From an optimization exercise on the open Yosys and OpenROAD flow, aimed at small area; shortcuts taken in it are not production practice.
RTL that was checked went through simulation tests only; none was proved equivalent to the original.

==> branch garnet <==
Design dxl2_rx, start of the top module:
module dxl2_rx (
  input  wire        clk,
  input  wire        rst,         
  input  wire        in_valid,
  input  wire [7:0]  in_byte,
  output wire        p_valid,     
  output wire [7:0]  p_data,
  output wire        f_valid,     
  output wire [2:0]  f_err,       
  output wire [7:0]  f_id,
  output wire [7:0]  f_inst,
  output wire [15:0] f_len,
  output wire [15:0] f_crc,       
  output wire        f_crc_ok     
);
==> module dxl2_rx, before the edit <==
module dxl2_rx (
  input  wire        clk,
  input  wire        rst,         
  input  wire        in_valid,
  input  wire [7:0]  in_byte,
  output wire        p_valid,     
  output wire [7:0]  p_data,
  output wire        f_valid,     
  output wire [2:0]  f_err,       
  output wire [7:0]  f_id,
  output wire [7:0]  f_inst,
  output wire [15:0] f_len,
  output wire [15:0] f_crc,       
  output wire        f_crc_ok     
);
  localparam [3:0] S_IDLE = 4'd0;
  localparam [3:0] S_FF1  = 4'd1;
  localparam [3:0] S_FF2  = 4'd2;
  localparam [3:0] S_H3   = 4'd3;    
  localparam [3:0] S_H4   = 4'd4;    
  localparam [3:0] S_H5   = 4'd5;    
  localparam [3:0] S_H6   = 4'd6;    
  localparam [3:0] S_H7   = 4'd7;    
  localparam [3:0] S_CRCH = 4'd8;    
  localparam [3:0] S_BW0  = 4'd12;
  localparam [3:0] S_BW1  = 4'd13;
  localparam [3:0] S_BW2  = 4'd14;
  localparam [3:0] S_BP   = 4'd15;
  localparam [15:0] CRC_HDR = 16'h0C0E;
  reg  [7:0]  b;           
  reg         v;           
  reg  [3:0]  st;
  reg         esc;         
  reg  [15:0] crc;         
  reg  [15:0] rem;         
  reg  [15:0] len_r;
  reg  [7:0]  id_r;
  reg  [7:0]  inst_r;
  wire [7:0]  idx;
  wire [15:0] crc_next;
  dxl2_crc_table u_crc (.crc(crc), .b(b), .idx(idx), .nxt(crc_next));
  wire b_ff   = (b == 8'hFF);
  wire b_fd   = (b == 8'hFD);
  wire b_00   = (b == 8'h00);
  wire body   = (st[3:2] == 2'b11);
  wire in_len = (st == S_H7) || body;           
  wire rem_hi0 = (rem[15:2] == 14'd0);
  wire rem2   = rem_hi0 && (rem[1:0] == 2'd2);
  wire len01  = (b == 8'h00) && (len_r[7:1] == 7'd0);   
  wire len0   = len01 && !len_r[0];
  wire last   = ((st == S_H6) && len0) || (st == S_CRCH);
  wire crc_l  = in_len && rem2;                 
  wire param  = body && !rem2 && !((st == S_BP) && b_fd);
  assign p_valid = v && param;
  assign p_data  = b;
  assign f_valid = v && last;
  wire short  = (len_r[15:2] == 14'd0) && !(len_r[1] && len_r[0]);
  wire id_bad = (id_r[7:2] == 6'h3F) && id_r[0];
  wire crc_ok = (idx == 8'h00) && (crc[7:0] == rem[15:8]);
  assign f_err    = short  ? 3'd1 :
                    id_bad ? 3'd4 :
                    !crc_ok ? 3'd5 :
                    esc    ? 3'd6 : 3'd0;
  assign f_id     = id_r;
  assign f_inst   = inst_r;
  assign f_len    = len_r;
  assign f_crc    = {b, rem[15:8]};
  assign f_crc_ok = crc_ok;
  reg [3:0] st_n;
  always @(*) begin
    case (st)
      S_IDLE: st_n = b_ff ? S_FF1 : S_IDLE;
      S_FF1:  st_n = b_ff ? S_FF2 : S_IDLE;
      S_FF2:  st_n = b_fd ? S_H3 : b_ff ? S_FF1 : S_IDLE;
      S_H3:   st_n = b_00 ? S_H4 : b_ff ? S_FF1 : S_IDLE;
      S_H4:   st_n = S_H5;
      S_H5:   st_n = S_H6;
      S_H6:   st_n = len01 ? (len_r[0] ? S_CRCH : S_IDLE) : S_H7;
      S_H7:   st_n = rem2 ? S_CRCH : (b_ff ? S_BW1 : S_BW0);
      S_BW0:  st_n = rem2 ? S_CRCH : (b_ff ? S_BW1 : S_BW0);
      S_BW1:  st_n = rem2 ? S_CRCH : (b_ff ? S_BW2 : S_BW0);
      S_BW2:  st_n = rem2 ? S_CRCH : (b_fd ? S_BP : b_ff ? S_BW2 : S_BW0);
      S_BP:   st_n = rem2 ? S_CRCH : (b_ff ? S_BW1 : S_BW0);
      default: st_n = S_IDLE;
    endcase
  end
  always @(posedge clk) begin
    b <= in_byte;
    v <= in_valid && !rst;
    if (v && (st == S_H6 || crc_l))
      rem <= {b, len_r[7:0]};
    else
      rem <= rem - {15'd0, v};
    if (rst) begin
      st <= S_IDLE;
    end else if (v) begin
      st <= st_n;
      if (st == S_H7)
        esc <= 1'b0;
      else if (st == S_BP && (rem2 || !b_fd))
        esc <= 1'b1;
      if (st[3:2] == 2'b00 && st != S_H3)
        crc <= CRC_HDR;
      else if (!crc_l)
        crc <= crc_next;
      if (st == S_H4)
        id_r <= b;
      if (st == S_H5)
        len_r[7:0] <= b;
      if (st == S_H5 || st == S_H6)
        len_r[15:8] <= b;
      if (st == S_H7)
        inst_r <= b;
    end
  end
endmodule
clock: 7.0 ns
lec_check: 0
cap_margin: 20
core_margin: 2
core_utilization: 40
slew_margin: 20
standard.sh (not shown) runs the stock make flow with config.mk's settings and CLKGATE_MAP_FILE= SYNTH_SCRIPT=/design/flow/synth_recipe.tcl, a recipe that flattens the netlist after the stock synthesis.
==> flow/flow/run.sh <==
#!/bin/bash
set -euo pipefail
here=$PWD
rm -rf "$here/scripts_abc"
cp -r "$FLOW_HOME/scripts" "$here/scripts_abc"
cp "$here/flow/abc_map.script" "$here/scripts_abc/abc_speed.script"
bash standard.sh SCRIPTS_DIR="$here/scripts_abc" synth > "$here/synth_make.log" 2>&1
bash standard.sh BUFFER_PORTS_ARGS="-buffer_cell sky130_fd_sc_hd__buf_1" \
  CTS_ARGS="-sink_clustering_enable -repair_clock_nets -dont_use_dummy_load -root_buf sky130_fd_sc_hd__clkbuf_8 -buf_list {sky130_fd_sc_hd__clkbuf_2 sky130_fd_sc_hd__clkbuf_4} -sink_clustering_size 8" \
  finish > "$here/layout_make.log" 2>&1
==> flow/flow/abc_map.script <==
&get -n
&st
&syn2
&dch -f
&nf -R 1000 -p
&put
==> branch nickel (differences from branch garnet) <==
--- a/flow/design.v
+++ b/flow/design.v
@@ -67,3 +67,3 @@
   wire b_00   = (b == 8'h00);
-  wire body   = (st[3:2] == 2'b11);
+  wire body   = (st == S_BW0 || st == S_BW1 || st == S_BW2 || st == S_BP);
   wire in_len = (st == S_H7) || body;           
@@ -124,3 +124,3 @@
         esc <= 1'b1;
-      if (st[3:2] == 2'b00 && st != S_H3)
+      if (st == S_IDLE || st == S_FF1 || st == S_FF2)
         crc <= CRC_HDR;
==> flow/flow/run.sh (replaced) <==
#!/bin/bash
# Standard ORFS layout (the standard.sh) with these changes:
#  - synthesis maps the logic with flow/abc_map.script (area-oriented ABC
#    script) in place of ORFS's abc_speed.script; the rest of synthesis is
#    synth_recipe.tcl as standard.sh runs it;
#  - the port buffers are the smallest buffer cell (buf_1);
#  - clock tree built from clkbuf_4 without dummy loads.
# Each make run writes its full output to its own log file here; the ORFS
# tools' logs are under orfs/logs/.
set -euo pipefail
here=$PWD
rm -rf "$here/scripts_abc"
cp -r "$FLOW_HOME/scripts" "$here/scripts_abc"
cp "$here/flow/abc_map.script" "$here/scripts_abc/abc_speed.script"
bash standard.sh SCRIPTS_DIR="$here/scripts_abc" synth > "$here/synth_make.log" 2>&1
bash standard.sh BUFFER_PORTS_ARGS="-buffer_cell sky130_fd_sc_hd__buf_1" \
  CTS_ARGS="-sink_clustering_enable -dont_use_dummy_load -root_buf sky130_fd_sc_hd__clkbuf_4 -buf_list sky130_fd_sc_hd__clkbuf_4" \
  finish > "$here/layout_make.log" 2>&1
==> flow/flow/abc_map.script (replaced) <==
&get -n
&st
&deepsyn -T 20
&dch -f
&nf -R 1000 -p
&put
strash
&get -n
&st
&deepsyn -T 20
&dch -f
&nf -R 1000 -p
&put
Settings changed: CORE_UTILIZATION 40 to 60.
==> branch quartz (differences from branch garnet) <==
--- a/flow/design.v
+++ b/flow/design.v
@@ -70,6 +70,6 @@
   wire rem_hi0 = (rem[15:2] == 14'd0);
+  wire rem1   = rem_hi0 && (rem[1:0] == 2'd1);
   wire rem2   = rem_hi0 && (rem[1:0] == 2'd2);
-  wire len01  = (b == 8'h00) && (len_r[7:1] == 7'd0);   
-  wire len0   = len01 && !len_r[0];
-  wire last   = ((st == S_H6) && len0) || (st == S_CRCH);
+  wire len0   = (b == 8'h00) && (len_r[7:0] == 8'h00);
+  wire last   = ((st == S_H6) && len0) || (in_len && rem1) || (st == S_CRCH);
   wire crc_l  = in_len && rem2;                 
@@ -100,4 +100,4 @@
       S_H5:   st_n = S_H6;
-      S_H6:   st_n = len01 ? (len_r[0] ? S_CRCH : S_IDLE) : S_H7;
-      S_H7:   st_n = rem2 ? S_CRCH : (b_ff ? S_BW1 : S_BW0);
+      S_H6:   st_n = len0 ? S_IDLE : S_H7;
+      S_H7:   st_n = rem1 ? S_IDLE : rem2 ? S_CRCH : (b_ff ? S_BW1 : S_BW0);
       S_BW0:  st_n = rem2 ? S_CRCH : (b_ff ? S_BW1 : S_BW0);
==> flow/flow/run.sh (replaced) <==
#!/bin/bash
set -euo pipefail
here=$PWD
rm -rf "$here/scripts_abc"
cp -r "$FLOW_HOME/scripts" "$here/scripts_abc"
cp "$here/flow/abc_map.script" "$here/scripts_abc/abc_speed.script"
bash standard.sh SCRIPTS_DIR="$here/scripts_abc" synth > "$here/synth_make.log" 2>&1
bash standard.sh BUFFER_PORTS_ARGS="-buffer_cell sky130_fd_sc_hd__buf_1" \
  CTS_ARGS="-sink_clustering_enable -repair_clock_nets -dont_use_dummy_load -buf_list sky130_fd_sc_hd__clkbuf_16 -root_buf sky130_fd_sc_hd__clkbuf_16 -sink_clustering_size 80 -sink_clustering_max_diameter 400" \
  finish > "$here/layout_make.log" 2>&1
==> branch umber (differences from branch garnet) <==
--- a/flow/design.v
+++ b/flow/design.v
@@ -70,6 +70,6 @@
   wire rem_hi0 = (rem[15:2] == 14'd0);
+  wire rem1   = rem_hi0 && (rem[1:0] == 2'd1);
   wire rem2   = rem_hi0 && (rem[1:0] == 2'd2);
-  wire len01  = (b == 8'h00) && (len_r[7:1] == 7'd0);   
-  wire len0   = len01 && !len_r[0];
-  wire last   = ((st == S_H6) && len0) || (st == S_CRCH);
+  wire len0   = (b == 8'h00) && (len_r[7:0] == 8'h00);
+  wire last   = ((st == S_H6) && len0) || (in_len && rem1) || (st == S_CRCH);
   wire crc_l  = in_len && rem2;                 
@@ -100,4 +100,4 @@
       S_H5:   st_n = S_H6;
-      S_H6:   st_n = len01 ? (len_r[0] ? S_CRCH : S_IDLE) : S_H7;
-      S_H7:   st_n = rem2 ? S_CRCH : (b_ff ? S_BW1 : S_BW0);
+      S_H6:   st_n = len0 ? S_IDLE : S_H7;
+      S_H7:   st_n = rem1 ? S_IDLE : rem2 ? S_CRCH : (b_ff ? S_BW1 : S_BW0);
       S_BW0:  st_n = rem2 ? S_CRCH : (b_ff ? S_BW1 : S_BW0);
@@ -112,6 +112,2 @@
     v <= in_valid && !rst;
-    if (v && (st == S_H6 || crc_l))
-      rem <= {b, len_r[7:0]};
-    else
-      rem <= rem - {15'd0, v};
     if (rst) begin
@@ -128,2 +124,6 @@
         crc <= crc_next;
+      if (st == S_H6 || crc_l)
+        rem <= {b, len_r[7:0]};
+      else
+        rem <= rem - 16'd1;
       if (st == S_H4)
==> flow/run.sh (new file) <==
#!/bin/bash
# synth_recipe.tcl (not shown) runs the flow's synth.tcl, then flattens the netlist and writes it again
# the make line also repeats each setting of config.mk as NAME=value (left out here)
make -C /OpenROAD-flow-scripts/flow DESIGN_CONFIG=/design/flow/config.mk WORK_HOME=/design/flow/orfs CLKGATE_MAP_FILE= SYNTH_SCRIPT=/design/flow/synth_recipe.tcl finish
removed: flow/flow/run.sh
removed: flow/flow/abc_map.script
removed: flow/standard.sh
==> out/results.ini <==
[run_status]
outcome = finished clean

[critical_path]
crit_end = f_err[1]
crit_arrival_ps = 3080

[hold_path]
worstHoldStart = rem[5]

[place]
dpl.hpwl_um = 5470
dpl-instance-area_mm2 = 0.00371

[power_and_ir_drop]
power_frac_clock_pct = 19.4
leakage_nw = 1.17
pg_seq_w = 0.000610
finalPower_w = 0.000966

[final_layout]
clkbuf_count = 9
seq_share_pct = 54.3

[sta]
fin_skew_ps = 26.9

[die]
initial_core_util_pct = 62.4

[detailed_routing]
avgRoutedWirePerCell_um = 17.2

[clock_network]
path_clk_slew_ps = 120

Source of the figures above: branch nickel

==> out/results.ini <==
[detailed_routing]
avgRoutedWirePerCell_um = 16.8
wl_met2_um = 3570

[run_status]
outcome = finished clean

[synthesis]
ys_dominant_reg_cell = edfxtp_1

[place]
port_buffers = 72
dpl.hpwl_um = 5850

[power_and_ir_drop]
leakage_nw = 1.27
pg_seq_w = 0.000611
power_frac_clock_pct = 24.0
finalPower_w = 0.00105

[final_layout]
seq_share_pct = 52.9
clkbuf_count = 9

[clock_network]
path_clk_slew_ps = 70

[critical_path]
crit_arrival_ps = 3060

[sta]
hold_viol = 0
fin_skew_ps = 18.8

Source of the figures above: branch garnet

==> out/results.ini <==
[detailed_routing]
avgRoutedWirePerCell_um = 18.6

[critical_path]
crit_end = f_valid
crit_arrival_ps = 3130

[final_layout]
seq_share_pct = 45.7
clkbuf_count = 10

[power_and_ir_drop]
finalPower_w = 0.000933
pg_seq_w = 0.000529
power_frac_clock_pct = 35.2

[die]
initial_core_util_pct = 40.8

[place]
dpl-instance-area_mm2 = 0.00465
dpl.hpwl_um = 6650

[run_status]
outcome = finished clean

[hold_path]
worstHoldStart = v

Source of the figures above: branch umber

==> out/results.ini <==
[run_status]
outcome = finished clean

[power_and_ir_drop]
power_frac_clock_pct = 32.6
leakage_nw = 1.31
pg_seq_w = 0.000599
finalPower_w = 0.00116

[place]
dpl-instance-area_mm2 = 0.00376
dpl.hpwl_um = 6160

[final_layout]
clkbuf_count = 9
seq_share_pct = 51.5

[detailed_routing]
avgRoutedWirePerCell_um = 17.0

[hold_path]
worstHoldStart = rem[3]

[clock_network]
path_clk_slew_ps = 60

[sta]
fin_skew_ps = 16.2

[die]
initial_core_util_pct = 41.6

[critical_path]
crit_arrival_ps = 2930

Source of the figures above: branch quartz

Only the layout flow was run in branch garnet; the RTL was not checked for function there.

==> port drivers added, routing unchanged <==
The flow's constraints put no driver on any port. The routed layouts listed below were extracted and timed again, unchanged, in two steps.
Step 1: set_driving_cell puts a clkbuf_16 on clk and a buf_2 on each other input, an assumption about the parent block.
Step 2 times the ports against the registers' clock, not the clock port: input delays grow and output delays shrink by t, the midpoint of the rising clock arrivals with the driver on.
Three values: ideal, step 1, step 2; two values: the first two.
run	t, ns	setup WS [ns]	worst hold slack (ns)
branch garnet	0.364	2.544 / 2.512 / 2.876	0.499 / 0.499 / 0.499
branch nickel	0.432	2.518 / 2.490 / 2.923	0.513 / 0.513 / 0.513
branch quartz	0.354	2.668 / 2.633 / 2.988	0.487 / 0.487 / 0.487
branch umber	0.368	2.473 / 2.442 / 2.811	0.596 / 0.596 / 0.596
After both steps setup and hold are still met in every run listed.
